Background: an optimization exercise with open tools, aiming at small area, a short achievable clock period and few clock cycles. Do not read the settings as production practice. No run shown here included a check of the RTL's function; only the layout flow was run. Power figures rest on the tool's default switching activity, not on a simulated workload.

## design/flow/flow/run.sh

```bash
#!/bin/bash
set -euo pipefail
export BUFFER_PORTS_ARGS="-buffer_cell sky130_fd_sc_hd__buf_1"
export SETUP_SLACK_MARGIN=5.3
bash standard.sh > standard.log 2>&1
```

## design/flow/standard.sh

```bash
#!/bin/bash
# synth_recipe.tcl (not shown) runs the flow's synth.tcl, then flattens the netlist and writes it again
# the make line also repeats each setting of config.mk as NAME=value (left out here)
make -C /OpenROAD-flow-scripts/flow DESIGN_CONFIG=/design/flow/config.mk WORK_HOME=/design/flow/orfs CLKGATE_MAP_FILE= SYNTH_SCRIPT=/design/flow/synth_recipe.tcl "${@:-finish}"
```

## design/flow/config.mk

```make
export PLATFORM = sky130hd
export DESIGN_NAME = mbf_framer32
export DESIGN_NICKNAME = mbf_framer32
export VERILOG_FILES = /design/flow/design.v
export SDC_FILE = /design/flow/constraint.sdc
export NUM_CORES = 4
export LEC_CHECK = 0
export ABC_AREA = 1
export CAP_MARGIN = 20
export CORE_MARGIN = 2
export CORE_UTILIZATION = 40
export CTS_CLUSTER_DIAMETER = 120
export CTS_CLUSTER_SIZE = 24
export SLEW_MARGIN = 20
```

## design/flow/constraint.sdc

```tcl
create_clock -name core_clock -period 8.0 [get_ports {clk}]
set_input_delay 1.6000 -clock core_clock [delete_from_list [all_inputs] [get_ports {clk}]]
set_output_delay 1.6000 -clock core_clock [all_outputs]
set_load 0.01 [all_outputs]
```

## design/flow/design.v

```verilog
module mbf_wtx (
    input  wire        clk,
    input  wire        rst,
    input  wire        tx_start,
    input  wire [15:0] tx_cmd,
    input  wire [15:0] tx_len,
    input  wire        tx_flip,
    input  wire        tx_ack,
    output wire        tx_busy,
    output reg         tx_done,
    output reg         tx_oversize,
    input  wire        tx_in_valid,
    input  wire [31:0] tx_in_data,
    output wire        tx_in_ready,
    output reg         pkt_valid,
    output reg  [31:0] pkt_data,
    output reg         pkt_last,
    input  wire        pkt_ready
);
    localparam MSG_MAX = 988;
    reg        h_valid;    
    reg        h_free;     
    reg [15:0] h_cmd;
    reg [9:0]  h_len;
    reg        h_ovs;
    reg        h_flip;
    reg        h_ack;
    reg [2:0]  d_st;       
    reg [8:0]  d_rem;
    reg [3:0]  d_q;
    assign tx_busy = h_valid;
    reg        c_act;      
    reg        c_fin;      
    reg        c_flip;
    reg        c_ack;
    reg [3:0]  c_lidx;     
    reg [5:0]  c_lplen;    
    reg [3:0]  pidx;
    reg [3:0]  wpos;
    reg [15:0] carry;
    reg        sk_e;       
    reg        sk_f;       
    reg        pv_n;       
    reg [31:0] sk_d;
    assign tx_in_ready = sk_e;
    wire       in_fire = tx_in_valid & ~sk_f;
    wire [31:0] s_word = sk_f ? sk_d : tx_in_data;
    wire       s_avail = sk_f | tx_in_valid;
    wire       w0    = (wpos == 4'd0);
    wire       even  = ~pidx[0];
    reg        lastp;      
    reg  [3:0] mb;         
    reg        need_s;     
    function automatic [4:0] pos_flags(input p_odd, input [3:0] w, input lp, input [5:0] lplen);
        reg [5:0] vmax;
        reg       w_lt, w_eq;
        reg [3:0] m;
        begin
            vmax = lplen + 6'd1;
            w_lt = (w < vmax[5:2]);
            w_eq = (w == vmax[5:2]);
            m[0] = ~lp | w_lt | w_eq;
            m[1] = ~lp | w_lt | (w_eq & (vmax[1:0] != 2'd0));
            m[2] = ~lp | w_lt | (w_eq & vmax[1]);
            m[3] = ~lp | w_lt | (w_eq & (vmax[1:0] == 2'd3));
            pos_flags = {p_odd ? ((w != 4'd0) & m[0]) : m[2], m};
        end
    endfunction
    wire [3:0] wpos_n  = wpos + 4'd1;
    wire [3:0] pidx_n  = pidx + 4'd1;
    wire       lastp_n = (wpos == 4'd15) ? (pidx_n == c_lidx) : lastp;
    wire [4:0] fl_step = pos_flags((wpos == 4'd15) ? pidx_n[0] : pidx[0], wpos_n, lastp_n, c_lplen);
    wire [4:0] fl_go   = pos_flags(1'b0, 4'd1, (d_q == 4'd0), d_rem[5:0]);
    wire       out_free = pv_n | pkt_ready;
    wire       step     = c_act & out_free & (~need_s | s_avail);
    wire       consume  = step & need_s;
    wire [15:0] hdr = {pidx, c_lidx, c_flip, c_ack, lastp ? c_lplen : 6'd62};
    reg  [31:0] word;
    always @(*) begin
        case ({w0, even})
            2'b11:   word = {s_word[15:0], hdr};
            2'b10:   word = {carry, hdr};
            2'b01:   word = {s_word[15:0], carry};
            default: word = s_word;
        endcase
    end
    wire [31:0] word_m = word & {{8{mb[3]}}, {8{mb[2]}}, {8{mb[1]}}, {8{mb[0]}}};
    wire       d_done = d_st[2];
    wire       go     = ~h_free & d_done & ~c_act & pv_n;
    wire       go_pkt = go & ~h_ovs;
    wire [5:0] plen0  = (d_q == 4'd0) ? d_rem[5:0] : 6'd62;
    reg        d_ge;
    reg [8:0]  d_nx;
    always @(*) begin
        case (d_st[1:0])
            2'd0: begin
                d_ge = (h_len > 10'd492);
                d_nx = d_ge ? 9'(h_len - 10'd492) : 9'(h_len + 10'd4);
            end
            2'd1: begin
                d_ge = (d_rem > 9'd248);
                d_nx = d_ge ? d_rem - 9'd248 : d_rem;
            end
            2'd2: begin
                d_ge = (d_rem > 9'd124);
                d_nx = d_ge ? d_rem - 9'd124 : d_rem;
            end
            default: begin
                d_ge = (d_rem > 9'd62);
                d_nx = d_ge ? d_rem - 9'd62 : d_rem;
            end
        endcase
    end
    always @(posedge clk) begin
        if (rst) begin
            h_valid <= 1'b0;
            h_free  <= 1'b1;
        end else if (h_free) begin
            if (tx_start) begin
                h_valid <= 1'b1;
                h_free  <= 1'b0;
                h_cmd   <= tx_cmd;
                h_len   <= tx_len[9:0];
                h_ovs   <= (tx_len > MSG_MAX);
                h_flip  <= tx_flip;
                h_ack   <= tx_ack;
            end
        end else if (go) begin
            h_valid <= 1'b0;
            h_free  <= 1'b1;
        end
        if (h_free) begin
            d_st <= 3'd0;
        end else if (!d_done) begin
            d_st  <= d_st + 3'd1;
            d_rem <= d_nx;
            d_q   <= {d_q[2:0], d_ge};
        end
        if (in_fire)
            sk_d <= tx_in_data;
        if (rst) begin
            sk_e <= 1'b1;
            sk_f <= 1'b0;
        end else begin
            sk_e <= sk_f ? consume : ~(in_fire & ~consume);
            sk_f <= sk_f ? ~consume : (in_fire & ~consume);
        end
        if (rst) begin
            c_act     <= 1'b0;
            c_fin     <= 1'b0;
            pkt_valid <= 1'b0;
            pv_n      <= 1'b1;
            tx_done   <= 1'b0;
        end else begin
            tx_done     <= (c_fin & ~pv_n & pkt_ready) | (go & h_ovs);
            tx_oversize <= go & h_ovs;
            if (c_fin & ~pv_n & pkt_ready)
                c_fin <= 1'b0;
            if (go_pkt) begin
                c_act     <= 1'b1;
                c_flip    <= h_flip;
                c_ack     <= h_ack;
                c_lidx    <= d_q;
                c_lplen   <= d_rem[5:0];
                lastp     <= (d_q == 4'd0);
                {need_s, mb} <= fl_go;
                pidx      <= 4'd0;
                wpos      <= 4'd1;
                carry     <= {6'd0, h_len};
                pkt_valid <= 1'b1;
                pv_n      <= 1'b0;
                pkt_data  <= {h_cmd, 4'd0, d_q, h_flip, h_ack, plen0};
                pkt_last  <= 1'b0;
            end else if (step) begin
                pkt_valid <= 1'b1;
                pv_n      <= 1'b0;
                pkt_data  <= word_m;
                pkt_last  <= (wpos == 4'd15);
                wpos      <= wpos_n;
                lastp     <= lastp_n;
                {need_s, mb} <= fl_step;
                if (even && need_s)
                    carry <= s_word[31:16];
                if (wpos == 4'd15) begin
                    pidx  <= pidx_n;
                    if (lastp) begin
                        c_act <= 1'b0;
                        c_fin <= 1'b1;
                    end
                end
            end else if (pkt_ready) begin
                pkt_valid <= 1'b0;
                pv_n      <= 1'b1;
            end
        end
    end
endmodule
module mbf_wrx (
    input  wire        clk,
    input  wire        rst,
    input  wire        rx_strict,
    input  wire        rx_valid,
    input  wire [31:0] rx_data,
    input  wire        rx_last,
    input  wire [2:0]  rx_cnt,
    output reg         rd_valid,
    output reg  [31:0] rd_data,
    output reg  [2:0]  rd_cnt,
    output reg         res_valid,
    output reg  [1:0]  res_kind,
    output reg  [3:0]  res_err,
    output wire [15:0] res_cmd,
    output wire [15:0] res_len
);
    localparam [15:0] CMD_DBG_MESSAGE = 16'hF001;
    localparam [15:0] CMD_ID_RETRY    = 16'hF002;
    localparam [1:0] KIND_MESSAGE = 2'd0;
    localparam [1:0] KIND_RETRY   = 2'd1;
    localparam [1:0] KIND_DEBUG   = 2'd2;
    localparam [1:0] KIND_FAIL    = 2'd3;
    localparam [3:0] ERR_NONE         = 4'h0;
    localparam [3:0] ERR_LEN_MISMATCH = 4'h2;
    localparam [3:0] ERR_BAD_PACKET   = 4'h3;
    localparam [3:0] ERR_INCONSISTENT = 4'h4;
    localparam [3:0] ERR_TOO_LONG     = 4'h5;
    reg        first;        
    reg [4:0]  k;            
    reg [4:0]  nidx;         
    reg [3:0]  tot0;
    reg [10:0] need;         
    reg        len_big;      
    reg        lenok1;       
    reg        p0ge4;        
    reg [15:0] cmd_q;
    reg [15:0] len_q;
    reg        cmd_dbg;      
    reg        cmd_rty;      
    reg [4:0]  wpos;         
    reg [5:0]  plen_q;
    reg [3:0]  idx_q;
    reg [3:0]  tot_q;
    assign res_cmd = cmd_q;
    assign res_len = len_q;
    wire        w0     = (wpos == 5'd0);
    wire        w1     = (wpos == 5'd1);
    wire [2:0]  nb     = rx_cnt;
    wire [3:0]  idx_c  = w0 ? rx_data[15:12] : idx_q;
    wire [3:0]  tot_c  = w0 ? rx_data[11:8]  : tot_q;
    wire [7:0]  t_q = {2'b00, plen_q} + 8'd2 - {1'b0, wpos, 2'b00};
    reg  [2:0]  tk_cnt;
    reg         tk_hi;       
    always @(*) begin
        tk_hi = 1'b0;
        if (w0) begin
            tk_hi  = 1'b1;
            tk_cnt = first ? 3'd0 :
                     (rx_data[5:1] != 5'd0) ? 3'd2 : {2'b00, rx_data[0]};
        end else if (w1 && first) begin
            tk_hi  = 1'b1;
            tk_cnt = (plen_q[5:3] != 3'd0 || plen_q[2:1] == 2'b11) ? 3'd2 :
                     (plen_q == 6'd5) ? 3'd1 : 3'd0;
        end else begin
            tk_cnt = t_q[7] ? 3'd0 : (t_q[6:0] > 7'd4) ? 3'd4 : t_q[2:0];
        end
    end
    reg         plen_ge;
    always @(*) begin
        case (nb)
            3'd2:    plen_ge = (rx_data[5:0] != 6'd0);
            3'd3:    plen_ge = (rx_data[5:1] != 5'd0);
            3'd4:    plen_ge = (rx_data[5:2] != 4'd0) || (rx_data[1:0] == 2'd3);
            3'd5:    plen_ge = (rx_data[5:2] != 4'd0);
            3'd6:    plen_ge = (rx_data[5:3] != 3'd0) || (rx_data[2] && rx_data[1:0] != 2'd0);
            3'd7:    plen_ge = (rx_data[5:3] != 3'd0) || (rx_data[2] && rx_data[1]);
            default: plen_ge = 1'b1;
        endcase
    end
    wire        short_w0 = first || plen_ge;
    wire        short_wn = (!t_q[7] && ((t_q[6:0] > 7'd4) || (nb < t_q[2:0]))) ||
                           (first && w1 && nb < 3'd2);
    wire        bad_pkt  = w0 ? short_w0 : ((plen_q == 6'd63) || short_wn);
    wire [5:0]  plen_s   = w0 ? {4'd0, rx_data[1:0]} : plen_q;
    wire        too_long = !first && (k == 5'd16);
    wire        inconsist = rx_strict &&
                            (first ? (idx_c != 4'd0)
                                   : (({1'b0, idx_c} != nidx) || (tot_c != tot0)));
    wire        complete = (idx_c == tot_c);
    wire [5:0]  len_m4   = plen_q - 6'd4;
    wire        lenok_in = (rx_data[15:0] == {10'd0, len_m4}) && (plen_q[5:2] != 4'd0);
    wire        len_ok   = first ? (w1 ? lenok_in : lenok1)
                                 : ((need == {5'd0, plen_s}) && !len_big && p0ge4);
    reg  [10:0] need_nx;
    always @(*) begin
        if (!w0)
            need_nx = need - {5'd0, plen_q};
        else case (rx_data[1:0])
            2'd0:    need_nx = need;
            2'd1:    need_nx = need - 11'd1;
            default: need_nx = need - 11'd2;
        endcase
    end
    wire        ev       = rx_valid && rx_last;
    wire        fail     = bad_pkt || too_long || inconsist;
    wire        ended    = fail || complete;
    always @(posedge clk) begin
        rd_data  <= {rx_data[31:16], tk_hi ? rx_data[31:16] : rx_data[15:0]};
        rd_cnt   <= tk_cnt;
        res_kind <= fail || !len_ok      ? KIND_FAIL :
                    cmd_dbg ? KIND_DEBUG :
                    cmd_rty ? KIND_RETRY : KIND_MESSAGE;
        res_err  <= bad_pkt   ? ERR_BAD_PACKET :
                    too_long  ? ERR_TOO_LONG :
                    inconsist ? ERR_INCONSISTENT :
                    !len_ok   ? ERR_LEN_MISMATCH : ERR_NONE;
        if (rst) begin
            first     <= 1'b1;
            wpos      <= 5'd0;
            rd_valid  <= 1'b0;
            res_valid <= 1'b0;
        end else begin
            rd_valid  <= rx_valid && (tk_cnt != 3'd0);
            res_valid <= ev && ended;
            if (rx_valid) begin
                if (w0) begin
                    plen_q <= rx_data[5:0];
                    idx_q  <= rx_data[15:12];
                    tot_q  <= rx_data[11:8];
                    if (first) begin
                        cmd_q   <= rx_data[31:16];
                        cmd_dbg <= (rx_data[31:16] == CMD_DBG_MESSAGE);
                        cmd_rty <= (rx_data[31:16] == CMD_ID_RETRY);
                    end
                end
                if (first && w1) begin
                    len_q   <= rx_data[15:0];
                    len_big <= (rx_data[15:10] != 6'd0);
                    lenok1  <= lenok_in;
                    need    <= rx_data[10:0] + 11'd4 - {5'd0, plen_q};
                end
                if (rx_last) begin
                    wpos  <= 5'd0;
                    first <= ended;
                    k     <= first ? 5'd1 : k + 5'd1;
                    if (!first) need <= need_nx;
                    nidx  <= {1'b0, idx_c} + 5'd1;
                    if (first) begin
                        tot0  <= tot_c;
                        p0ge4 <= (plen_q[5:2] != 4'd0);
                    end
                end else if (!wpos[4]) begin
                    wpos <= wpos + 5'd1;
                end
            end
        end
    end
endmodule
module mbf_framer32 (
    input  wire        clk,
    input  wire        rst,
    input  wire        tx_start,
    input  wire [15:0] tx_cmd,
    input  wire [15:0] tx_len,
    input  wire        tx_flip,
    input  wire        tx_ack,
    output wire        tx_busy,
    output wire        tx_done,
    output wire        tx_oversize,
    input  wire        tx_in_valid,
    input  wire [31:0] tx_in_data,
    output wire        tx_in_ready,
    output wire        pkt_valid,
    output wire [31:0] pkt_data,
    output wire        pkt_last,
    input  wire        pkt_ready,
    input  wire        rx_strict,
    input  wire        rx_valid,
    input  wire [31:0] rx_data,
    input  wire        rx_last,
    input  wire [2:0]  rx_cnt,
    output wire        rd_valid,
    output wire [31:0] rd_data,
    output wire [2:0]  rd_cnt,
    output wire        res_valid,
    output wire [1:0]  res_kind,
    output wire [3:0]  res_err,
    output wire [15:0] res_cmd,
    output wire [15:0] res_len
);
    mbf_wtx u_tx (
        .clk(clk), .rst(rst),
        .tx_start(tx_start), .tx_cmd(tx_cmd), .tx_len(tx_len),
        .tx_flip(tx_flip), .tx_ack(tx_ack),
        .tx_busy(tx_busy), .tx_done(tx_done), .tx_oversize(tx_oversize),
        .tx_in_valid(tx_in_valid), .tx_in_data(tx_in_data), .tx_in_ready(tx_in_ready),
        .pkt_valid(pkt_valid), .pkt_data(pkt_data), .pkt_last(pkt_last),
        .pkt_ready(pkt_ready)
    );
    mbf_wrx u_rx (
        .clk(clk), .rst(rst),
        .rx_strict(rx_strict), .rx_valid(rx_valid), .rx_data(rx_data),
        .rx_last(rx_last), .rx_cnt(rx_cnt),
        .rd_valid(rd_valid), .rd_data(rd_data), .rd_cnt(rd_cnt),
        .res_valid(res_valid), .res_kind(res_kind), .res_err(res_err),
        .res_cmd(res_cmd), .res_len(res_len)
    );
endmodule
```

==> results.yml, run 1 <==
clock_tree:
  cts_buffers: 15
  cts.path.max_buffers: 3
  clk_pin_slew_worst_paths_ps: 110
  clock_latency_ps: 500
  root_buffer: "clkbuf_16"
  htree_levels: 1
  cts_tree: "built"
  cts_sinks: 286
detailed_routing:
  via_per_inst: 5.251
  dr.pass1.iters: 6
  initialDrtViolationCount: 959
  routedWlPerCell_um: 19.03
  vias: 11750
  route.detailed.drc: 0
  antenna_left: 0
  wl_um: 42600
logic_synthesis:
  seq_area_frac_synth_pct: 55.73
  netlist-cell-type-count: 54
  synth_fa_ha_area_share_pct: 6.180
  yosys.area.top_type_share_pct: 47.35
  ys_seq_elements: 286
  synth_top_flop_cell: "edfxtp_1"
  synth_async_sr_flop_share_pct: 0
  yosys.area_share.xor_xnor_pct: 2.444
  synth_top_area_cell: "edfxtp_1"
  synth.area.top_cells: "edfxtp_1 47%, nand2_1 9.0%, dfxtp_1 8.4%"
  syn-instance-count: 1505
  synth_area_per_cell_um2: 9.524
  synth_simple_gate_area_share_pct: 17.69
  synth_top_family_by_area: "simple AND/OR/NAND/NOR gates"
  synth.cell_area_um2: 14330
  synth_edf_count: 226
  synth.area.mux_share_pct: 0.9253
  yosysWarnings: 2
  synth_compound_area_share_pct: 10.63
placed_design:
  hpwlAfterDp_um: 30690
  routabilityCongestion: 0.9201
  portBuffers: 220
power_and_ir_drop:
  leakage_nw: 6.837
  powerDensity_nw_per_um2: 176.2
  ir_drop_uv: 114.1
status:
  outcome: "timing/DRC/antenna clean"
cells_and_area:
  nNetsFinal: 1942
  drive_gt1_share_pct: 12.36
  area_growth_pct: 20.08
global_routing:
  grt_max_degree: 45
  grt_pass1_vias: 11190
  grtUsageTotal_pct: 22.11
  grt_pass1_wl_um: 65260
  grt-ovfl-total: 0
  grt_antenna_before_repair: 6
sta:
  final_hold_viol_count: 0
  final.setup_skew_ps: 23.59
  max-slew-margin-rel_pct: 31.21
  fin_crit_sh_pct: 36.33
  drv_slew: 0
  final.setup.tns_ps: 0
  tightest_slew_ps: 1029
  worst_hold_slack_ps: 475.3
  post-route-min-period_ps: 2907
  max_clock_freq_ghz: 0.3440
  rsz0062_at_grt: "yes"
  setup_viol: 0
die:
  dieHeight_um: 193.3
  dieArea_um2: 37360
  core_area_um2: 35400
  ios: 222
  row_count: 69
  initial_utilization_pct: 40.49
  die_x_um: 193.3
worst_setup_path:
  crit_type: "input port to register"
  worstPathMaxFanout: 3
  cp-start-kind: "input port"
  cp.required_ps: 8260
  endpoint_kind: "register"
  arrival_ps: 3160
run:
  cap_violations: 0
worst_hold_path:
  hold_path.class: "register to register"
-- layout by cell type, fill, tap and decap left out, drive strengths merged, types with 7 or more instances in the layout --
cell / n
nor2: 131
a21oi: 69
a31oi: 17
xor2: 34
nor3: 25
inv: 188
o221ai: 9
o22ai: 7
edfxtp: 226
o21ai: 108
clkbuf: 33
a221oi: 15
nand3: 72
buf: 267
nand4: 16
ha: 66
o211ai: 7
mux2i: 11
clkinvlp: 7
dfxtp: 60
nand2: 347
-- final timing paths --
path                                 start                     endpoint  slack, ps  cells after the start
hold / removal      u_rx.cmd_dbg$_DFFE_PP_  u_rx.res_kind[1]$_SDFF_PP1_        480                      2
hold reg to reg     u_rx.cmd_dbg$_DFFE_PP_  u_rx.res_kind[1]$_SDFF_PP1_        480                      2
setup reg to reg  u_rx.plen_q[1]$_DFFE_PP_       u_rx.need[7]$_DFFE_PP_       5340                     12
setup / recovery                rx_data[1]       u_rx.need[7]$_DFFE_PP_       5090                     11
-- repair_timing --
item                       CTS  global route
pin swaps                   27            36
cloned                       4             1
gates resized for setup     75            54
buffers inserted            30            18
hold buffers                 0             0
setup endpoints to repair  169           128
-- metal layers --
metal	part of all wire (%)	up-vias	GRT usage, %
met1	46	5573	32.87
met5	0	-	0
met3	7.6	43	3.644
met2	44	471	33.72
li1	-	5665	-
met4	1.9	0	5.344
-- kinds of logic after synthesis --
kind of cell | count (synthesis)
simple gates | 606
xor+xnor | 40
flops | 286
fa+ha+maj | 69
buf+inv | 233
other cells | 1
compound gates | 257
mux | 13
-- synth_stat cells, drive strengths merged, types with 4 or more instances --
| master | n |
|---|---|
| nand2 | 347 |
| edfxtp | 226 |
| inv | 191 |
| nor2 | 131 |
| o21ai | 108 |
| nand3 | 71 |
| a21oi | 69 |
| ha | 66 |
| dfxtp | 60 |
| xor2 | 34 |
| nor3 | 25 |
| clkbuf | 22 |
| a31oi | 17 |
| buf | 16 |
| nand4 | 16 |
| a221oi | 15 |
| mux2i | 11 |
| o221ai | 9 |
| o211ai | 7 |
| o22ai | 7 |
| nor4 | 6 |
| xnor2 | 6 |
| a22oi | 5 |
| clkinv | 4 |
| nand3b | 4 |
| or2 | 4 |
-- registers in the layout, summed over array words and instances, names as in the netlist, 9 cells and up --
register,cells
u_tx.d_rem,9
u_tx.h_cmd,16
u_rx.cmd_q,16
u_rx.len_q,16
u_tx.h_len,10
u_rx.need,11
u_tx.pkt_data,32
u_tx.carry,16
u_rx.rd_data,32
u_tx.sk_d,32
-- report_power, final --
part | switching (W) | internal [W] | total (W)
combinational | 0.000307 | 0.000177 | 0.000484
clock | 0.000477 | 0.000366 | 0.000843
sequential | 0.0000354 | 0.00167 | 0.00171
-- cell type report --
class	instances	area, um^2
timing repair buffer	275	1433
clock buffer	25	422.9
timing repair inverter	4	30.03
fill	3350	18180
sequential	286	7990
tap	461	576.8
inverter	195	779.5
antenna	5	12.51
multi-input combinational	987	5967
-- critical path, cell delays in order --
cell and delay [ps]:
buf_12 100, ha_4 220, ha_4 160, fa_2 380
nand3_2 80, nand2_2 80, a21oi_2 160, o21ai_2 70
xnor2_1 120, o21ai_1 110, o21ai_1 90
-- metrics by stage --
stage	utilization (%)	setup WS (ps)	std cells	power [W]	area [um^2]
after floorplan	-	4773	1505	0.002010	14600
after global placement	44.85	4033	2155	0.002154	15880
after detailed placement	44.85	3972	2155	0.002159	15880
after CTS	47.69	5112	2214	0.003029	16880
after global routing	48.61	5048	2236	0.003166	17210
final	48.63	5093	2238	0.003033	17210
==> run 2: changes to the inputs <==
==> design/flow/flow/run.sh (replaced) <==
#!/bin/bash
set -euo pipefail
export BUFFER_PORTS_ARGS="-buffer_cell sky130_fd_sc_hd__buf_1"
export SETUP_SLACK_MARGIN=5.4
bash standard.sh > standard.log 2>&1
==> results.yml, run 2 <==
die:
  dieHeight_um: 193.3
  die_x_um: 193.3
  core_area_um2: 35400
  row_count: 69
  initial_utilization_pct: 40.49
  ios: 222
  dieArea_um2: 37360
clock_tree:
  cts_buffers: 16
  clk_pin_slew_worst_paths_ps: 110
  root_buffer: "clkbuf_16"
  clock_latency_ps: 520
  cts_sinks: 286
  cts.path.max_buffers: 3
  cts_tree: "built"
  htree_levels: 1
placed_design:
  routabilityCongestion: 0.8984
  dp.cells: 2155
  portBuffers: 220
  post-place-ws_ps: 4063
  hpwlAfterDp_um: 30490
logic_synthesis:
  synth_edf_count: 226
  synth_async_sr_flop_share_pct: 0
  yosysWarnings: 2
  netlist-cell-type-count: 54
  synth_area_per_cell_um2: 9.524
  syn-instance-count: 1505
  synth_top_area_cell: "edfxtp_1"
  synth.area.top_cells: "edfxtp_1 47%, nand2_1 9.0%, dfxtp_1 8.4%"
  synth.cell_area_um2: 14330
  yosysMostFrequentCell: "nand2_1"
  ys_seq_elements: 286
  yosys.area.top_type_share_pct: 47.35
  seq_area_frac_synth_pct: 55.73
  synth_top_flop_cell: "edfxtp_1"
  synthTopCellsByCount: "342 x nand2_1, 226 x edfxtp_1, 188 x inv_1"
sta:
  drv_slew: 0
  max_clock_freq_ghz: 0.3442
  fin_crit_sh_pct: 36.31
  setup_viol: 0
  final.setup_skew_ps: 26.41
  post-route-min-period_ps: 2905
  worst_hold_slack_ps: 477.1
  rsz0062_at_grt: "yes"
  final.setup.tns_ps: 0
  tightest_slew_ps: 984.9
  final_hold_viol_count: 0
  max-slew-margin-rel_pct: 34.18
  fin_ws_ps: 5095
cells_and_area:
  drive_gt1_share_pct: 21.60
  final_cells: 2258
  nNetsFinal: 1964
  layout.cells.most_common_list: "321 x nand2_1, 226 x edfxtp_1, 162 x inv_1"
  area_growth_pct: 24.73
  top_regs: "u_rx.rd_data: 32 flops, u_tx.pkt_data: 32 flops, u_tx.sk_d: 32 flops"
  final_common_cell: "nand2_1"
worst_setup_path:
  crit_type: "input port to register"
  cp.required_ps: 8280
  endpoint_kind: "register"
  worstPathMaxFanout: 3
  cp-start-kind: "input port"
  arrival_ps: 3190
worst_hold_path:
  hold_path.class: "register to register"
detailed_routing:
  vias: 12000
  antenna_left: 0
  via_per_inst: 5.314
  dr.pass1.iters: 5
  routedWlPerCell_um: 19.20
  initialDrtViolationCount: 995
  wl_um: 43360
  route.detailed.drc: 0
global_routing:
  grt_pass1_wl_um: 65380
  grtUsageTotal_pct: 22.22
  grt_antenna_before_repair: 4
  grt_pass1_vias: 11300
  grt_max_degree: 43
  grt-ovfl-total: 0
power_and_ir_drop:
  ir_drop_uv: 161.8
  powerDensity_nw_per_um2: 177.3
  leakage_nw: 7.318
run:
  cap_violations: 0
status:
  outcome: "timing/DRC/antenna clean"
==> run 2: area by class of cell <==
| class | count | area [um^2] |
|---|---|---|
| antenna | 1 | 2.502 |
| clock buffer | 25 | 455.4 |
| clock inverter | 3 | 57.56 |
| fill | 3226 | 17520 |
| inverter | 195 | 780.7 |
| multi-input combinational | 988 | 6155 |
| sequential | 286 | 8009 |
| tap | 461 | 576.8 |
| timing repair buffer | 296 | 1819 |
| timing repair inverter | 3 | 22.52 |
==> run 2: cells by family after synthesis <==
group	Yosys count	share of synthesized area, %
muxes	13	0.9253
other	1	0.02616
AOI/OAI and AO/OA	257	10.63
xor gates and xnor gates	40	2.444
and+or+nand+nor	606	17.69
DFF	286	55.73
buffers and inverters	233	6.381
adders and majority gates	69	6.180
==> run 2: power breakdown <==
| part | internal [W] | leakage, nW | switching [W] |
|---|---|---|---|
| registers | 0.00167 | 2.59 | 0.0000345 |
| logic | 0.000200 | 4.48 | 0.000318 |
| clock network | 0.000438 | 0.246 | 0.000508 |
| total | 0.00231 | 7.32 | 0.000861 |
==> run 2: metrics by stage <==
step / util [%] / power (W) / area [um^2]
after CTS: 48.29 / 0.003141 / 17090
final: 50.51 / 0.003169 / 17880
after global placement: 44.99 / 0.002157 / 15920
after detailed placement: 44.99 / 0.002162 / 15920
after global routing: 50.51 / 0.003304 / 17880
after floorplan: - / 0.002013 / 14660
==> run 2: critical path, stage by stage <==
cell     delay (ps)
buf_12          110
ha_4            240
ha_4            160
fa_2            350
nand3_2          90
nand2_2          70
a21oi_2         130
o21ai_1          90
xnor2_1         130
o21ai_1         140
o21ai_1          90
==> run 2: path summary, 6_finish.rpt <==
path / from / end / slack [ps] / cells past startpoint
worst max register to register: u_rx.plen_q[1]$_DFFE_PP_ / u_rx.need[7]$_DFFE_PP_ / 5350 / 12
worst min register to register: u_tx.h_flip$_DFFE_PP_ / u_tx.c_flip$_DFFE_PP_ / 480 / 0
worst max-delay path: rx_data[1] / u_rx.need[7]$_DFFE_PP_ / 5100 / 11
worst min-delay path: u_tx.h_flip$_DFFE_PP_ / u_tx.c_flip$_DFFE_PP_ / 480 / 0
==> run 2: what timing repair did <==
| action | CTS | global route |
|---|---|---|
| gates resized for setup | 129 | 168 |
| endpoints found under the setup margin | 272 | 262 |
| endpoints found under the hold margin | 0 | 0 |
| gates cloned | 4 | 1 |
| hold buffers | 0 | 0 |
| pin swaps | 38 | 34 |
| buffers inserted | 31 | 38 |
==> run 2: layer usage <==
metal / vias to the layer above / GRT usage, % / share of wire [%]
met5: - / 0 / 0.062
met4: 4 / 4.580 / 1.4
met3: 42 / 3.644 / 7.5
met2: 449 / 34.74 / 45
met1: 5795 / 32.61 / 46
li1: 5708 / - / -
==> run 3: changes to the inputs <==
--- a/design/flow/design.v
+++ b/design/flow/design.v
@@ -18,5 +18,4 @@
     input  wire        pkt_ready
 );
-    localparam MSG_MAX = 988;
     reg        h_valid;    
     reg        h_free;     
@@ -27,5 +26,5 @@
     reg        h_ack;
     reg [2:0]  d_st;       
-    reg [8:0]  d_rem;
+    reg [9:0]  d_rem;
     reg [3:0]  d_q;
     assign tx_busy = h_valid;
@@ -52,16 +51,16 @@
     reg  [3:0] mb;         
     reg        need_s;     
-    function automatic [4:0] pos_flags(input p_odd, input [3:0] w, input lp, input [5:0] lplen);
-        reg [5:0] vmax;
-        reg       w_lt, w_eq;
+    function automatic [4:0] pos_flags(input p_odd, input [3:0] w, input [3:0] wm1,
+                                       input lp, input [5:0] lplen);
+        reg       w_lt, w_eq, w_eq1;
         reg [3:0] m;
         begin
-            vmax = lplen + 6'd1;
-            w_lt = (w < vmax[5:2]);
-            w_eq = (w == vmax[5:2]);
-            m[0] = ~lp | w_lt | w_eq;
-            m[1] = ~lp | w_lt | (w_eq & (vmax[1:0] != 2'd0));
-            m[2] = ~lp | w_lt | (w_eq & vmax[1]);
-            m[3] = ~lp | w_lt | (w_eq & (vmax[1:0] == 2'd3));
+            w_lt  = (w < lplen[5:2]);
+            w_eq  = (w == lplen[5:2]);
+            w_eq1 = (wm1 == lplen[5:2]) & (w != 4'd0);
+            m[0] = ~lp | w_lt | w_eq | (w_eq1 & (lplen[1:0] == 2'd3));
+            m[1] = ~lp | w_lt | w_eq;
+            m[2] = ~lp | w_lt | (w_eq & (lplen[1:0] != 2'd0));
+            m[3] = ~lp | w_lt | (w_eq & lplen[1]);
             pos_flags = {p_odd ? ((w != 4'd0) & m[0]) : m[2], m};
         end
@@ -70,6 +69,7 @@
     wire [3:0] pidx_n  = pidx + 4'd1;
     wire       lastp_n = (wpos == 4'd15) ? (pidx_n == c_lidx) : lastp;
-    wire [4:0] fl_step = pos_flags((wpos == 4'd15) ? pidx_n[0] : pidx[0], wpos_n, lastp_n, c_lplen);
-    wire [4:0] fl_go   = pos_flags(1'b0, 4'd1, (d_q == 4'd0), d_rem[5:0]);
+    wire [5:0] d_lplen = d_rem[5:0] + 6'd1;
+    wire [4:0] fl_step = pos_flags((wpos == 4'd15) ? pidx_n[0] : pidx[0], wpos_n, wpos, lastp_n, c_lplen);
+    wire [4:0] fl_go   = pos_flags(1'b0, 4'd1, 4'd0, (d_q == 4'd0), d_lplen);
     wire       out_free = pv_n | pkt_ready;
     wire       step     = c_act & out_free & (~need_s | s_avail);
@@ -86,30 +86,21 @@
     end
     wire [31:0] word_m = word & {{8{mb[3]}}, {8{mb[2]}}, {8{mb[1]}}, {8{mb[0]}}};
-    wire       d_done = d_st[2];
+    wire       d_done = d_st[2] & d_st[0];
     wire       go     = ~h_free & d_done & ~c_act & pv_n;
     wire       go_pkt = go & ~h_ovs;
-    wire [5:0] plen0  = (d_q == 4'd0) ? d_rem[5:0] : 6'd62;
-    reg        d_ge;
-    reg [8:0]  d_nx;
+    wire [5:0] plen0  = (d_q == 4'd0) ? d_lplen : 6'd62;
+    reg [10:0] d_sub;
     always @(*) begin
-        case (d_st[1:0])
-            2'd0: begin
-                d_ge = (h_len > 10'd492);
-                d_nx = d_ge ? 9'(h_len - 10'd492) : 9'(h_len + 10'd4);
-            end
-            2'd1: begin
-                d_ge = (d_rem > 9'd248);
-                d_nx = d_ge ? d_rem - 9'd248 : d_rem;
-            end
-            2'd2: begin
-                d_ge = (d_rem > 9'd124);
-                d_nx = d_ge ? d_rem - 9'd124 : d_rem;
-            end
-            default: begin
-                d_ge = (d_rem > 9'd62);
-                d_nx = d_ge ? d_rem - 9'd62 : d_rem;
-            end
+        case (d_st)
+            3'd0:    d_sub = 11'h7FD;      
+            3'd1:    d_sub = 11'd496;
+            3'd2:    d_sub = 11'd248;
+            3'd3:    d_sub = 11'd124;
+            default: d_sub = 11'd62;
         endcase
     end
+    wire [10:0] d_dif = {1'b0, (d_st == 3'd0) ? h_len : d_rem} - d_sub;
+    wire        d_ge  = (d_st == 3'd0) | ~d_dif[10];
+    wire [9:0]  d_nx  = d_ge ? d_dif[9:0] : d_rem;
     always @(posedge clk) begin
         if (rst) begin
@@ -122,5 +113,6 @@
                 h_cmd   <= tx_cmd;
                 h_len   <= tx_len[9:0];
-                h_ovs   <= (tx_len > MSG_MAX);
+                h_ovs   <= (tx_len[15:10] != 6'd0) || (tx_len[9:5] == 5'd31) ||
+                           ((tx_len[9:5] == 5'd30) && (tx_len[4:2] == 3'd7) && (tx_len[1:0] != 2'd0));
                 h_flip  <= tx_flip;
                 h_ack   <= tx_ack;
@@ -149,7 +141,8 @@
             c_act     <= 1'b0;
             c_fin     <= 1'b0;
-            pkt_valid <= 1'b0;
-            pv_n      <= 1'b1;
-            tx_done   <= 1'b0;
+            pkt_valid   <= 1'b0;
+            pv_n        <= 1'b1;
+            tx_done     <= 1'b0;
+            tx_oversize <= 1'b0;
         end else begin
             tx_done     <= (c_fin & ~pv_n & pkt_ready) | (go & h_ovs);
@@ -162,5 +155,5 @@
                 c_ack     <= h_ack;
                 c_lidx    <= d_q;
-                c_lplen   <= d_rem[5:0];
+                c_lplen   <= d_lplen;
                 lastp     <= (d_q == 4'd0);
                 {need_s, mb} <= fl_go;
@@ -290,4 +283,6 @@
     wire        len_ok   = first ? (w1 ? lenok_in : lenok1)
                                  : ((need == {5'd0, plen_s}) && !len_big && p0ge4);
+    wire [10:0] need_k   = 11'd4 - {5'd0, plen_q};
+    wire [10:0] need_1   = {1'b0, rx_data[9:0]} + need_k;
     reg  [10:0] need_nx;
     always @(*) begin
@@ -336,5 +331,5 @@
                     len_big <= (rx_data[15:10] != 6'd0);
                     lenok1  <= lenok_in;
-                    need    <= rx_data[10:0] + 11'd4 - {5'd0, plen_q};
+                    need    <= need_1;
                 end
                 if (rx_last) begin
==> design/flow/flow/run.sh (replaced) <==
#!/bin/bash
set -euo pipefail
export BUFFER_PORTS_ARGS="-buffer_cell sky130_fd_sc_hd__buf_1"
export SETUP_SLACK_MARGIN=5.3
bash standard.sh > standard.log 2>&1
==> results.yml, run 3 <==
power_and_ir_drop:
  p_int_w: 0.002331
  switchingPower_w: 0.0008847
  clkPwrFrac_pct: 28.7
  ir_drop_uv: 171.4
  power_frac_comb_pct: 17.7
  powerDensity_nw_per_um2: 182.9
  p_sw_share_pct: 27.51
  power_frac_seq_pct: 53.6
  leakage_nw: 6.978
global_routing:
  grt_pass1_vias: 10960
  met3_usage_pct: 2.455
  busiest_layer: "met2"
  grt_max_degree: 40
  grt_antenna_before_repair: 2
  grt-ovfl-total: 0
  grtUsageTotal_pct: 20.57
  use_met2_pct: 34.49
  grt_pass1_wl_um: 59610
  grt_use_met1_pct: 27.96
cells_and_area:
  drive_gt1_share_pct: 16.76
  final.fill_count: 3309
  design_area_um2: 17580
  final_common_cell: "nand2_1"
  nNetsFinal: 1944
  area_growth_pct: 23.30
  final_cells: 2240
  layout.cells.most_common_list: "343 x nand2_1, 226 x edfxtp_1, 198 x buf_1"
  top_regs: "u_rx.rd_data: 32 flops, u_tx.pkt_data: 32 flops, u_tx.sk_d: 32 flops"
  postLayoutCoreUtil_pct: 49.79
logic_synthesis:
  syn-instance-count: 1482
  synth.cell_area_um2: 14260
  synth_top_area_cell: "edfxtp_1"
  yosysWarnings: 2
  synth.area.top_cells: "edfxtp_1 48%, nand2_1 9.6%, dfxtp_1 8.6%"
  ys_seq_elements: 287
  synth_area_per_cell_um2: 9.620
  yosysMostFrequentCell: "nand2_1"
  synth_edf_count: 226
  synth_async_sr_flop_share_pct: 0
  synth_top_flop_cell: "edfxtp_1"
  seq_area_frac_synth_pct: 56.16
  netlist-cell-type-count: 55
  yosys.area.top_type_share_pct: 47.60
  synthTopCellsByCount: "364 x nand2_1, 226 x edfxtp_1, 175 x inv_1"
sta:
  final_hold_viol_count: 0
  tightest_slew_ps: 1155
  worst_hold_slack_ps: 469.9
  fin_crit_sh_pct: 36.07
  rsz0062_at_grt: "yes"
  post-route-min-period_ps: 2886
  max_clock_freq_ghz: 0.3465
  max-slew-margin-rel_pct: 22.94
  final.setup.tns_ps: 0
  setup_viol: 0
  final.setup_skew_ps: 21.39
  drv_slew: 0
worst_setup_path:
  cp_top_family: "compound AO/OA/AOI/OAI gates"
  cp-start-kind: "register"
  rr_worst_depth: 16
  startpoint: "u_tx.d_st[0]$_SDFFE_PP0N_"
  arrival_ps: 3140
  cp.required_ps: 8250
  crit_top_cell: "nand2_2"
  path_depth: 16
  worstPathMaxFanout: 5
  r2r-start: "u_tx.d_st[0]$_SDFFE_PP0N_"
  slowest_stage: "dfxtp_4"
  path_cells: "ha_4 -> ha_4 -> inv_1 -> nand2_2 -> nor2_4 -> nor3_2 -> ha_1 -> nand2_2 -> o21ai_2 -> nand3_2 -> o21ai_2 -> a21o_1 -> nand2_2 -> a31oi_4 -> buf_12 -> buf_16"
  crit_type: "register to register"
  slowest_delay_ps: 380
  path_buf_inv: 3
  endpoint_kind: "register"
detailed_routing:
  via_per_inst: 5.180
  dr.pass1.iters: 5
  antenna_left: 0
  route.detailed.drc: 0
  vias: 11600
  initialDrtViolationCount: 875
  routedWlPerCell_um: 17.76
  wl_um: 39780
worst_hold_path:
  min-delay-start: "u_tx.h_ack$_DFFE_PP_"
  hold_depth: 0
  hold_path.class: "register to register"
status:
  outcome: "timing/DRC/antenna clean"
placed_design:
  hpwlAfterDp_um: 27670
  dp.cells: 2129
  placed_area_um2: 15770
  portBuffers: 220
  routabilityCongestion: 0.8766
run:
  cap_violations: 0
clock_tree:
  clock_latency_ps: 520
  cts_buffers: 16
  cts.path.max_buffers: 3
  htree_levels: 1
  root_buffer: "clkbuf_16"
  clk_pin_slew_worst_paths_ps: 100
  cts_tree: "built"
  cts_sinks: 287
die:
  initial_utilization_pct: 40.38
  ios: 222
  core_area_um2: 35310
  die_x_um: 192.8
  dieArea_um2: 37170
  dieHeight_um: 192.8
  row_count: 69
## run 3: cell count changes after synthesis, sizes merged, moves of 8 or more
| cell | delta |
|---|---|
| a21oi | +10 |
| o22ai | +10 |
| xnor2 | +8 |
| nand2 | +23 |
| nor2 | -30 |
| a31oi | -9 |
| o21ai | -8 |
| inv | -12 |
## run 3: cell families after synthesis
logic type                 synth area share, %
and+or+nand+nor                          17.74
muxes                                   0.6670
DFF                                      56.16
adders and majority gates                6.090
buffers and inverters                    6.090
AOI/OAI and AO/OA                        10.27
other                                  0.02630
xor gates and xnor gates                 2.949
## run 3: timing repair
action,in CTS,in global routing
resized for setup,81,96
pin swaps,30,42
setup buffers,45,31
gates cloned,3,3
hold buffers,0,0
endpoints found under the setup margin,227,163
## run 3: power groups by stage
stage	combinational, W	clock, W	sequential, W
global placement	0.000449	0	0.00176
floorplan	0.000312	0	0.00175
global route	0.000631	0.000984	0.00173
detailed placement	0.000455	0	0.00176
CTS	0.000520	0.000942	0.00172
finish	0.000569	0.000924	0.00172
## run 3: final timing paths
path | endpoint | slack, ps
setup / recovery | u_tx.d_rem[3]$_DFFE_PP_ | 5110
hold / removal | u_tx.c_ack$_DFFE_PP_ | 470
setup reg to reg | u_tx.d_rem[3]$_DFFE_PP_ | 5110
hold reg to reg | u_tx.c_ack$_DFFE_PP_ | 470
## run 3: metal layers
layer  part of all wire (%)  routed length [um]  vias to the layer above
li1                       -                   -                     5611
met1                     43               17200                     5563
met2                     48               19280                      366
met3                    5.6                2245                       60
met4                    2.6                1032                        4
met5                  0.065                  26                        -
## run 3: layout make-up
cell class              count  area, um^2  share of cell area [%]
inverters                 182       714.4                   4.064
clock buffers              26       469.2                   2.669
repair inverters            3       22.52                  0.1281
clock inverters             2       28.78                  0.1637
repair buffers            301        1604                   9.125
diodes                      1       2.502                 0.01423
well taps                 461       576.8                   3.281
multi-input cells         977        6138                   34.92
flip-flops and latches    287        8023                   45.64
## run 3: metrics by stage
| stage | setup WS [ps] | power (W) |
|---|---|---|
| 2_1_floorplan | 4911 | 0.002066 |
| 3_3_place_gp | 4364 | 0.002204 |
| 3_5_place_dp | 4311 | 0.002211 |
| 4_1_cts | 5066 | 0.003183 |
| 5_1_grt | 4962 | 0.003343 |
| 6_report | 5114 | 0.003216 |
==> run 4: changes to the inputs <==
--- a/design/flow/design.v
+++ b/design/flow/design.v
@@ -226,5 +226,5 @@
     reg        p0ge4;        
     reg [15:0] cmd_q;
-    reg [15:0] len_q;
+    reg [9:0]  len_q;        
     reg        cmd_dbg;      
     reg        cmd_rty;      
@@ -234,5 +234,5 @@
     reg [3:0]  tot_q;
     assign res_cmd = cmd_q;
-    assign res_len = len_q;
+    assign res_len = {6'd0, len_q};
     wire        w0     = (wpos == 5'd0);
     wire        w1     = (wpos == 5'd1);
@@ -328,5 +328,5 @@
                 end
                 if (first && w1) begin
-                    len_q   <= rx_data[15:0];
+                    len_q   <= rx_data[9:0];
                     len_big <= (rx_data[15:10] != 6'd0);
                     lenok1  <= lenok_in;
==> results.yml, run 4 <==
status:
  outcome: "timing/DRC/antenna clean"
worst_setup_path:
  slowest_stage: "edfxtp_1"
  r2r_end: "u_rx.res_kind[0]$_SDFF_PP1_"
  cp-start-kind: "register"
  cp_top_family: "flip-flops"
  cp.required_ps: 6400
  reg2reg_slack_ps: 5330
  path_cells: "clkbuf_2"
  path_buf_inv: 1
  r2r-start: "u_rx.plen_q[1]$_DFFE_PP_"
  startpoint: "u_tx.pkt_data[2]$_DFFE_PP_"
  path_depth: 1
  arrival_ps: 1110
  rr_worst_depth: 16
  worstPathMaxFanout: 1
  slowest_delay_ps: 430
  crit_end: "pkt_data[2]"
  endpoint_kind: "output pin"
  crit_type: "register to output pin"
die:
  initial_utilization_pct: 40.78
  ios: 222
  dieArea_um2: 36910
  core_area_um2: 34710
  dieHeight_um: 192.1
  row_count: 68
  die_x_um: 192.1
sta:
  final.setup.tns_ps: 0
  max-slew-margin-rel_pct: 29.76
  setup_viol: 0
  tightest_slew_ps: 1051
  drv_slew: 0
  rsz0062_at_grt: "yes"
  final_hold_viol_count: 0
  worst_hold_slack_ps: 471.4
  fin_crit_sh_pct: 33.93
  max_clock_freq_ghz: 0.3684
  final.setup_skew_ps: 23.54
  post-route-min-period_ps: 2715
power_and_ir_drop:
  powerDensity_nw_per_um2: 179.0
  totalPowerFinal_w: 0.003047
  ir_drop_uv: 141.0
  leakage_nw: 6.830
logic_synthesis:
  synth_top_flop_cell: "edfxtp_1"
  yosys.area.top_type_share_pct: 46.67
  synth.area.mux_share_pct: 0.5657
  synth_top_family_by_area: "simple AND/OR/NAND/NOR gates"
  synth_async_sr_flop_share_pct: 0
  yosysWarnings: 2
  seq_area_frac_synth_pct: 55.30
  yosysMostFrequentCell: "nand2_1"
  synth_simple_gate_area_share_pct: 18.34
  yosys.area_share.xor_xnor_pct: 2.970
  synth_area_per_cell_um2: 9.538
  synth_top_area_cell: "edfxtp_1"
  synth.cell_area_um2: 14150
  netlist-cell-type-count: 58
  synth.area.top_cells: "edfxtp_1 47%, nand2_1 9.4%, dfxtp_1 8.6%"
  synth_fa_ha_area_share_pct: 6.135
  ys_seq_elements: 281
  synth_edf_count: 220
  synthTopCellsByCount: "355 x nand2_1, 220 x edfxtp_1, 180 x inv_1"
  synth_compound_area_share_pct: 10.11
  syn-instance-count: 1484
cells_and_area:
  layout.cells.most_common_list: "340 x nand2_1, 220 x edfxtp_1, 194 x buf_1"
  design_area_um2: 17020
  drive_gt1_share_pct: 14.36
  final_common_cell: "nand2_1"
  nNetsFinal: 1922
  final_cells: 2211
  area_growth_pct: 20.26
  top_regs: "u_rx.rd_data: 32 flops, u_tx.pkt_data: 32 flops, u_tx.sk_d: 32 flops"
detailed_routing:
  via_per_inst: 5.122
  route.detailed.drc: 0
  dr.pass1.iters: 6
  wl_um: 38080
  routedWlPerCell_um: 17.22
  initialDrtViolationCount: 726
  antenna_left: 0
  vias: 11330
global_routing:
  grt_antenna_before_repair: 2
  grtUsageTotal_pct: 20.04
  grt-ovfl-total: 0
  grt_max_degree: 44
  grt_pass1_wl_um: 57490
  grt_pass1_vias: 10790
clock_tree:
  clock_latency_ps: 520
  clk_pin_slew_worst_paths_ps: 100
  htree_levels: 1
  cts_tree: "built"
  cts.path.max_buffers: 3
  cts_sinks: 281
  hold_buffers: 0
  root_buffer: "clkbuf_16"
  cts_buffers: 15
placed_design:
  dp.cells: 2123
  placed_area_um2: 15650
  hpwlAfterDp_um: 27300
  portBuffers: 214
  routabilityCongestion: 0.8987
worst_hold_path:
  hold_path.class: "register to register"
run:
  cap_violations: 0
[run 4: routing by layer]
layer / track usage [%] / up-vias / share of wire [%]
met3: 2.960 / 67 / 5.2
met2: 33.95 / 294 / 49
li1: - / 5551 / -
met1: 26.75 / 5411 / 43
met5: 0 / - / 0.029
met4: 5.608 / 2 / 2.6
[run 4: metrics by stage]
| step | util [%] | setup slack (ps) |
|---|---|---|
| 3_3_place_gp | 45.07 | 4251 |
| 6_report | 49.04 | 5285 |
| 5_1_grt | 49.03 | 5180 |
| 3_5_place_dp | 45.07 | 4167 |
| 2_1_floorplan | - | 4857 |
| 4_1_cts | 47.46 | 5260 |
[run 4: cell type report]
cell class,count,area (um^2)
antenna,1,2.502
clock buffer,24,409.1
clock inverter,2,17.52
fill,3348,17690
inverter,187,743.2
multi-input combinational,981,6026
sequential,281,7836
tap,455,569.3
timing repair buffer,277,1396
timing repair inverter,3,22.52
[run 4: logic make-up after synthesis]
family / after synthesis
xor+xnor: 48
compound gates: 243
buf+inv: 229
simple gates: 607
other cells: 1
flops: 281
fa+ha+maj: 67
mux: 8
[run 4: power by group]
group          internal (W)  switching (W)
sequential          0.00165      0.0000338
clock              0.000361       0.000480
combinational      0.000200       0.000322
total               0.00221       0.000835
[run 4: worst min path at each step]
stage	depth (start not counted)	start	endpoint
finish	2	u_rx.cmd_dbg$_DFFE_PP_	u_rx.res_kind[1]$_SDFF_PP1_
floorplan	0	u_tx.h_ack$_DFFE_PP_	u_tx.c_ack$_DFFE_PP_
CTS	2	u_rx.cmd_dbg$_DFFE_PP_	u_rx.res_kind[1]$_SDFF_PP1_
global placement	0	u_tx.h_ack$_DFFE_PP_	u_tx.c_ack$_DFFE_PP_
detailed placement	0	u_tx.h_ack$_DFFE_PP_	u_tx.c_ack$_DFFE_PP_
global route	0	u_tx.h_ack$_DFFE_PP_	u_tx.c_ack$_DFFE_PP_
[run 4: timing repair]
| item | CTS | global route |
|---|---|---|
| setup endpoints to repair | 177 | 97 |
| resized for setup | 50 | 86 |
| pin swaps | 14 | 32 |
| cloned | 3 | 1 |
| buffers inserted | 29 | 28 |
==> run 5: changes to the inputs <==
--- a/design/flow/design.v
+++ b/design/flow/design.v
@@ -104,4 +104,12 @@
     wire [9:0]  d_nx  = d_ge ? d_dif[9:0] : d_rem;
     always @(posedge clk) begin
+        if (h_free) begin
+            h_cmd  <= tx_cmd;
+            h_len  <= tx_len[9:0];
+            h_ovs  <= (tx_len[15:10] != 6'd0) || (tx_len[9:5] == 5'd31) ||
+                      ((tx_len[9:5] == 5'd30) && (tx_len[4:2] == 3'd7) && (tx_len[1:0] != 2'd0));
+            h_flip <= tx_flip;
+            h_ack  <= tx_ack;
+        end
         if (rst) begin
             h_valid <= 1'b0;
@@ -111,10 +119,4 @@
                 h_valid <= 1'b1;
                 h_free  <= 1'b0;
-                h_cmd   <= tx_cmd;
-                h_len   <= tx_len[9:0];
-                h_ovs   <= (tx_len[15:10] != 6'd0) || (tx_len[9:5] == 5'd31) ||
-                           ((tx_len[9:5] == 5'd30) && (tx_len[4:2] == 3'd7) && (tx_len[1:0] != 2'd0));
-                h_flip  <= tx_flip;
-                h_ack   <= tx_ack;
             end
         end else if (go) begin
@@ -129,5 +131,5 @@
             d_q   <= {d_q[2:0], d_ge};
         end
-        if (in_fire)
+        if (!sk_f)
             sk_d <= tx_in_data;
         if (rst) begin
==> results.yml, run 5 <==
status:
  outcome: "timing/DRC/antenna clean"
clock_tree:
  clock_latency_ps: 520
  root_buffer: "clkbuf_16"
  htree_levels: 1
  hold_buffers: 0
  cts_tree: "built"
  cts.path.max_buffers: 3
  clk_pin_slew_worst_paths_ps: 100
  cts_buffers: 15
  cts_sinks: 281
worst_setup_path:
  r2r_end: "u_rx.first$_SDFFE_PP1P_"
  crit_end: "u_rx.first$_SDFFE_PP1P_"
  worstPathMaxFanout: 5
  endpoint_kind: "register"
  reg2reg_slack_ps: 5280
  cp.required_ps: 8390
  arrival_ps: 3120
  startpoint: "u_rx.plen_q[2]$_DFFE_PP_"
  r2r-start: "u_rx.plen_q[2]$_DFFE_PP_"
  cp-start-kind: "register"
  rr_worst_depth: 19
  crit_type: "register to register"
detailed_routing:
  dr.pass1.iters: 5
  antenna_left: 0
  routedWlPerCell_um: 16.74
  route.detailed.drc: 0
  vias: 11390
  wl_um: 37970
  initialDrtViolationCount: 835
  via_per_inst: 5.022
global_routing:
  grt_pass1_wl_um: 57580
  grt-ovfl-total: 0
  grt_pass1_vias: 10800
  grt_antenna_before_repair: 4
  grtUsageTotal_pct: 19.85
  grt_max_degree: 53
die:
  row_count: 68
  ios: 222
  dieHeight_um: 191.4
  dieArea_um2: 36620
  die_x_um: 191.4
  initial_utilization_pct: 40.65
  core_area_um2: 34540
logic_synthesis:
  seq_area_frac_synth_pct: 53.46
  yosysMostFrequentCell: "nand2_1"
  synth_top_flop_cell: "edfxtp_1"
  yosysWarnings: 2
  yosys.area.top_type_share_pct: 40.20
  synth_async_sr_flop_share_pct: 0
  synth_top_area_cell: "edfxtp_1"
  netlist-cell-type-count: 56
  synth_edf_count: 188
  synth.cell_area_um2: 14040
  ys_seq_elements: 281
  synthTopCellsByCount: "357 x nand2_1, 202 x inv_1, 188 x edfxtp_1"
  synth.area.top_cells: "edfxtp_1 40%, dfxtp_1 13%, nand2_1 9.5%"
  syn-instance-count: 1533
  synth_area_per_cell_um2: 9.161
cells_and_area:
  postLayoutCoreUtil_pct: 49.15
  drive_gt1_share_pct: 15.57
  area_growth_pct: 20.89
  nNetsFinal: 1978
  final_cells: 2268
  top_regs: "u_rx.rd_data: 32 flops, u_tx.pkt_data: 32 flops, u_tx.sk_d: 32 flops"
  final_common_cell: "nand2_1"
  layout.cells.most_common_list: "340 x nand2_1, 201 x buf_1, 188 x edfxtp_1"
sta:
  setup_viol: 0
  post-route-min-period_ps: 2725
  max-slew-margin-rel_pct: 38.87
  fin_crit_sh_pct: 34.06
  final.setup_skew_ps: 28.93
  max_clock_freq_ghz: 0.3670
  rsz0062_at_grt: "yes"
  drv_slew: 0
  tightest_slew_ps: 908.6
  final_hold_viol_count: 0
  final.setup.tns_ps: 0
power_and_ir_drop:
  leakage_nw: 6.974
  ir_drop_uv: 143.0
  totalPowerFinal_w: 0.003068
  powerDensity_nw_per_um2: 180.7
placed_design:
  routabilityCongestion: 0.8817
  dp.cells: 2166
  hpwlAfterDp_um: 26710
  portBuffers: 214
run:
  cap_violations: 0
worst_hold_path:
  hold_path.class: "register to register"
  min-delay-start: "u_tx.h_flip$_DFFE_PP_"
-- run 5: cell count changes after synthesis, sizes merged, moves of 6 or more --
cell and delta:
edfxtp -32, nand4 +12, mux2i -8, inv +21, a21oi -11, o21a +8
nand3b -6, dfxtp +32, nor2 +9, or2 +14
-- run 5: kinds of logic after synthesis --
logic type	after synthesis	synth area share, %
simple gates	637	19.53
flops	281	53.46
fa+ha+maj	67	6.183
compound gates	240	10.18
buf+inv	255	7.324
xor+xnor	49	3.056
other cells	1	0.02670
mux	3	0.2405
-- run 5: worst min path at each step --
stage               cells past startpoint  slack (ps)                          end
finish                                  0         450        u_tx.c_flip$_DFFE_PP_
global placement                        0         450         u_tx.c_ack$_DFFE_PP_
global route                            0         470        u_tx.c_flip$_DFFE_PP_
detailed placement                      2         460  u_rx.res_kind[1]$_SDFF_PP1_
CTS                                     0         470        u_tx.c_flip$_DFFE_PP_
floorplan                               0         430         u_tx.c_ack$_DFFE_PP_
-- run 5: area by class of cell --
class	count	area, um^2
Antenna cell	2	5.005
Clock buffer	24	409.1
Clock inverter	2	17.52
Fill cell	3318	17570
Inverter	206	812.0
Multi-Input combinational cell	1004	6143
Sequential cell	281	7515
Tap cell	455	569.3
Timing Repair Buffer	290	1476
Timing Repair inverter	4	30.03
-- run 5: repair_timing --
action | 4_1_cts | 5_1_grt
pin swaps | 27 | 40
setup endpoints to repair | 190 | 102
buffers inserted | 40 | 29
resized for setup | 67 | 63
gates cloned | 4 | 1
-- run 5: critical path: stages, from the launching register on --
cell      delay, ps
edfxtp_1        460
buf_6           180
ha_1            210
nand2_1          90
xor2_1          190
inv_1            70
ha_1            370
inv_1            60
nand2_1          70
nand2_1          70
nor2_1          100
nand2_1          60
nor2_2          100
nand3_1          80
nand2_1          70
nand2_2          70
a21oi_2         160
nand3_2         100
nand2_1          70
nand2_1          50
-- run 5: per-layer routing --
metal / routed length, um / vias up / global-route usage, %
li1: - / 5665 / -
met1: 17050 / 5350 / 27.50
met2: 18350 / 322 / 33.39
met3: 1890 / 50 / 2.185
met4: 663 / 4 / 4.467
met5: 27 / - / 0
-- run 5: metrics by stage --
step	cell area, um^2	setup WS [ps]	hold WS (ps)
2_1_floorplan	14370	4857	426.8
5_1_grt	16980	5092	474.7
4_1_cts	16550	5258	465.8
6_report	16980	5275	453.6
3_3_place_gp	15530	4007	449.6
3_5_place_dp	15530	3948	456.1
-- run 5: power breakdown --
| part | leakage, nW | internal [W] | switching, W | total [W] |
|---|---|---|---|---|
| Clock | 0.204 | 0.000361 | 0.000471 | 0.000832 |
| Sequential | 2.52 | 0.00164 | 0.0000344 | 0.00167 |
| Combinational | 4.25 | 0.000218 | 0.000346 | 0.000563 |
==> run 6: changes to the inputs <==
--- a/design/flow/design.v
+++ b/design/flow/design.v
@@ -25,5 +25,6 @@
     reg        h_flip;
     reg        h_ack;
-    reg [2:0]  d_st;       
+    reg [3:0]  d_st;       
+    reg        d_ge;
     reg [9:0]  d_rem;
     reg [3:0]  d_q;
@@ -86,5 +87,5 @@
     end
     wire [31:0] word_m = word & {{8{mb[3]}}, {8{mb[2]}}, {8{mb[1]}}, {8{mb[0]}}};
-    wire       d_done = d_st[2] & d_st[0];
+    wire       d_done = d_st[3] & d_st[1];
     wire       go     = ~h_free & d_done & ~c_act & pv_n;
     wire       go_pkt = go & ~h_ovs;
@@ -92,5 +93,5 @@
     reg [10:0] d_sub;
     always @(*) begin
-        case (d_st)
+        case (d_st[3:1])
             3'd0:    d_sub = 11'h7FD;      
             3'd1:    d_sub = 11'd496;
@@ -100,7 +101,6 @@
         endcase
     end
-    wire [10:0] d_dif = {1'b0, (d_st == 3'd0) ? h_len : d_rem} - d_sub;
-    wire        d_ge  = (d_st == 3'd0) | ~d_dif[10];
-    wire [9:0]  d_nx  = d_ge ? d_dif[9:0] : d_rem;
+    wire        d_st0 = (d_st[3:1] == 3'd0);
+    wire [10:0] d_dif = {1'b0, d_st0 ? h_len : d_rem} - d_sub;
     always @(posedge clk) begin
         if (h_free) begin
@@ -125,9 +125,14 @@
         end
         if (h_free) begin
-            d_st <= 3'd0;
+            d_st <= 4'd0;
         end else if (!d_done) begin
-            d_st  <= d_st + 3'd1;
-            d_rem <= d_nx;
-            d_q   <= {d_q[2:0], d_ge};
+            d_st <= d_st + 4'd1;
+            if (!d_st[0]) begin
+                d_ge <= d_st0 | ~d_dif[10];
+            end else begin
+                if (d_ge)
+                    d_rem <= d_dif[9:0];
+                d_q <= {d_q[2:0], d_ge};
+            end
         end
         if (!sk_f)
==> results.yml, run 6 <==
logic_synthesis:
  synth.cell_area_um2: 13810
  yosysMostFrequentCell: "nand2_1"
  synth_top_flop_cell: "edfxtp_1"
  ys_seq_elements: 283
  syn-instance-count: 1466
  synthTopCellsByCount: "319 x nand2_1, 189 x edfxtp_1, 175 x inv_1"
  synth.area.top_cells: "edfxtp_1 41%, dfxtp_1 14%, nand2_1 8.7%"
  netlist-cell-type-count: 55
  synth_async_sr_flop_share_pct: 0
  synth_top_area_cell: "edfxtp_1"
  synth_edf_count: 189
  synth_area_per_cell_um2: 9.418
  yosysWarnings: 2
  yosys.area.top_type_share_pct: 41.11
  seq_area_frac_synth_pct: 54.73
worst_hold_path:
  hold_path.class: "register to register"
placed_design:
  dp.cells: 2100
  portBuffers: 214
  post-place-ws_ps: 4163
  routabilityCongestion: 0.8624
  hpwlAfterDp_um: 27580
clock_tree:
  cts_sinks: 283
  cts.path.max_buffers: 3
  clk_pin_slew_worst_paths_ps: 110
  root_buffer: "clkbuf_16"
  hold_buffers: 0
  cts_tree: "built"
  htree_levels: 1
  cts_buffers: 15
  clock_latency_ps: 520
detailed_routing:
  dr.pass1.iters: 5
  initialDrtViolationCount: 875
  antenna_left: 0
  wl_um: 39000
  route.detailed.drc: 0
  vias: 11230
  via_per_inst: 5.132
  routedWlPerCell_um: 17.82
sta:
  final.setup_skew_ps: 28.98
  rsz0062_at_grt: "yes"
  fin_ws_ps: 5184
  max-slew-margin-rel_pct: 30.13
  final.setup.tns_ps: 0
  max_clock_freq_ghz: 0.3552
  post-route-min-period_ps: 2816
  setup_viol: 0
  drv_slew: 0
  tightest_slew_ps: 1039
  fin_crit_sh_pct: 35.19
  final_hold_viol_count: 0
global_routing:
  grtUsageTotal_pct: 21.01
  grt-ovfl-total: 0
  grt_pass1_vias: 10660
  grt_pass1_wl_um: 59250
  grt_antenna_before_repair: 2
  grt_max_degree: 52
run:
  cap_violations: 0
power_and_ir_drop:
  ir_drop_uv: 105.7
  leakage_nw: 6.663
  powerDensity_nw_per_um2: 177.8
die:
  dieArea_um2: 36020
  dieHeight_um: 189.8
  die_x_um: 189.8
  initial_utilization_pct: 40.27
  row_count: 68
  ios: 222
  core_area_um2: 34290
worst_setup_path:
  cp-start-kind: "register"
  cp.required_ps: 8400
  worstPathMaxFanout: 3
  crit_type: "register to register"
  endpoint_kind: "register"
  arrival_ps: 3220
cells_and_area:
  multi_input_area_um2: 5928
  layout.cells.most_common_list: "306 x nand2_1, 196 x buf_1, 189 x edfxtp_1"
  final.fill_count: 3247
  nNetsFinal: 1894
  final_cells: 2189
  area_growth_pct: 20.61
  top_regs: "u_rx.rd_data: 32 flops, u_tx.pkt_data: 32 flops, u_tx.sk_d: 32 flops"
  drive_gt1_share_pct: 13.80
  final_common_cell: "nand2_1"
  seqCellArea_um2: 7564
status:
  outcome: "timing/DRC/antenna clean"
-- run 6: cell count changes after synthesis, moves of 6 or more --
cell,change
nand2_1,-38
inv_1,-27
o21ai_0,+13
clkbuf_1,+10
buf_2,-9
nand3b_1,+6
nor2_1,-6
-- run 6: critical path: stages, from the launching register on --
cell	delay, ps
edfxtp_1	510
inv_2	80
buf_6	130
ha_4	240
ha_4	170
fa_2	580
o21ai_1	60
nor2_1	90
nand2_1	70
nor2_2	130
nand3_1	90
nand2_1	70
nand2_2	80
a21oi_4	190
nand3_2	110
nand2_1	80
nand2_1	40
-- run 6: worst paths after layout --
kind                            startpoint                      end  slack (ps)  cells after the start
setup / recovery  u_rx.plen_q[1]$_DFFE_PP_  u_rx.first$_SDFFE_PP1P_        5180                     16
hold / removal         u_tx.d_ge$_DFFE_PP_    u_tx.d_q[0]$_DFFE_PP_         440                      0
setup reg to reg  u_rx.plen_q[1]$_DFFE_PP_  u_rx.first$_SDFFE_PP1P_        5180                     16
hold reg to reg        u_tx.d_ge$_DFFE_PP_    u_tx.d_q[0]$_DFFE_PP_         440                      0
-- run 6: cell type report --
type                    instances  area share, %
clock inverters                 2        0.09016
well taps                     455          3.419
diodes                          2        0.03005
repair inverters                4         0.1803
flip-flops and latches        283          45.42
repair buffers                276          8.558
multi-input cells             964          35.60
clock buffers                  24          2.457
inverters                     179          4.245
-- run 6: report_power, final --
group | switching (W) | internal (W)
logic | 0.000279 | 0.000171
registers | 0.0000336 | 0.00163
clock network | 0.000487 | 0.000361
-- run 6: repair_timing --
action,CTS,global route
setup endpoints to repair,212,127
resized for setup,72,54
gates cloned,6,1
setup buffers,35,19
pin swaps,28,22
-- run 6: logic make-up (layout without fill, tap and decap cells) --
family,after synthesis,in the layout,synth area share [%]
fa+ha+maj,62,62,5.836
flops,283,283,54.73
xor+xnor,55,55,3.489
compound gates,253,253,10.78
other cells,1,9,0.02716
simple gates,578,580,18.02
buf+inv,227,485,6.552
mux,7,7,0.5618
-- run 6: per-layer routing --
metal	wire (um)	GRT usage (%)	vias up	part of all wire (%)
met5	16	0	-	0.041
met4	844	5.397	2	2.2
met3	2664	3.007	59	6.8
met2	17930	33.87	406	46
met1	17550	29.83	5287	45
li1	-	-	5480	-
-- run 6: through the flow --
step,power (W),instance area [um^2],hold WS [ps],utilization [%]
2_1_floorplan,0.001960,14050,422.4,-
3_3_place_gp,0.002084,15240,434.2,44.45
4_1_cts,0.002954,16280,451.0,47.47
3_5_place_dp,0.002092,15240,433.8,44.45
6_report,0.002961,16650,442.9,48.57
5_1_grt,0.003090,16650,490.1,48.55

## what the ideal ports hide
Ports are ideal in the flow. The routed layouts listed here were re-timed in OpenROAD.
Step 1: set_driving_cell puts a clkbuf_16 on clk and a buf_2 on each other input, an assumption about the parent block.
Step 2 moves the port delays by t, midway between the first and last clock arrival at a register: inputs arrive t later, outputs are due t later. That takes back most of the time a late clock gives input paths.
Slacks: no drivers / after step 1 / after step 2; pairs: no drivers / after step 1.
| run | shift t [ns] | slack for setup (ns) | worst hold slack (ns) | worst register clock-pin slew, ns | worst slew at a driven data input, ns |
|---|---|---|---|---|---|
| run 1 | 0.545 | 5.093 / 5.092 / 4.547 | 0.475 / 0.475 / 0.475 | 0.11 / 0.11 | 0.11 |
| run 2 | 0.563 | 5.095 / 5.102 / 4.539 | 0.477 / 0.477 / 0.477 | 0.11 / 0.11 | 0.09 |
| run 3 | 0.558 | 5.114 / 5.114 / 4.770 | 0.470 / 0.470 / 0.470 | 0.10 / 0.10 | 0.09 |
| run 4 | 0.560 | 5.285 / 5.232 / 4.777 | 0.471 / 0.471 / 0.471 | 0.11 / 0.11 | 0.07 |
| run 5 | 0.560 | 5.275 / 5.227 / 4.750 | 0.454 / 0.454 / 0.454 | 0.10 / 0.10 | 0.08 |
| run 6 | 0.559 | 5.184 / 5.184 / 4.721 | 0.443 / 0.443 / 0.443 | 0.11 / 0.11 | 0.07 |
After both steps every run listed still meets setup and hold. The setup slack of run 2, which loses most, moves by +0.007 ns with the drivers and by -0.556 ns with both steps.
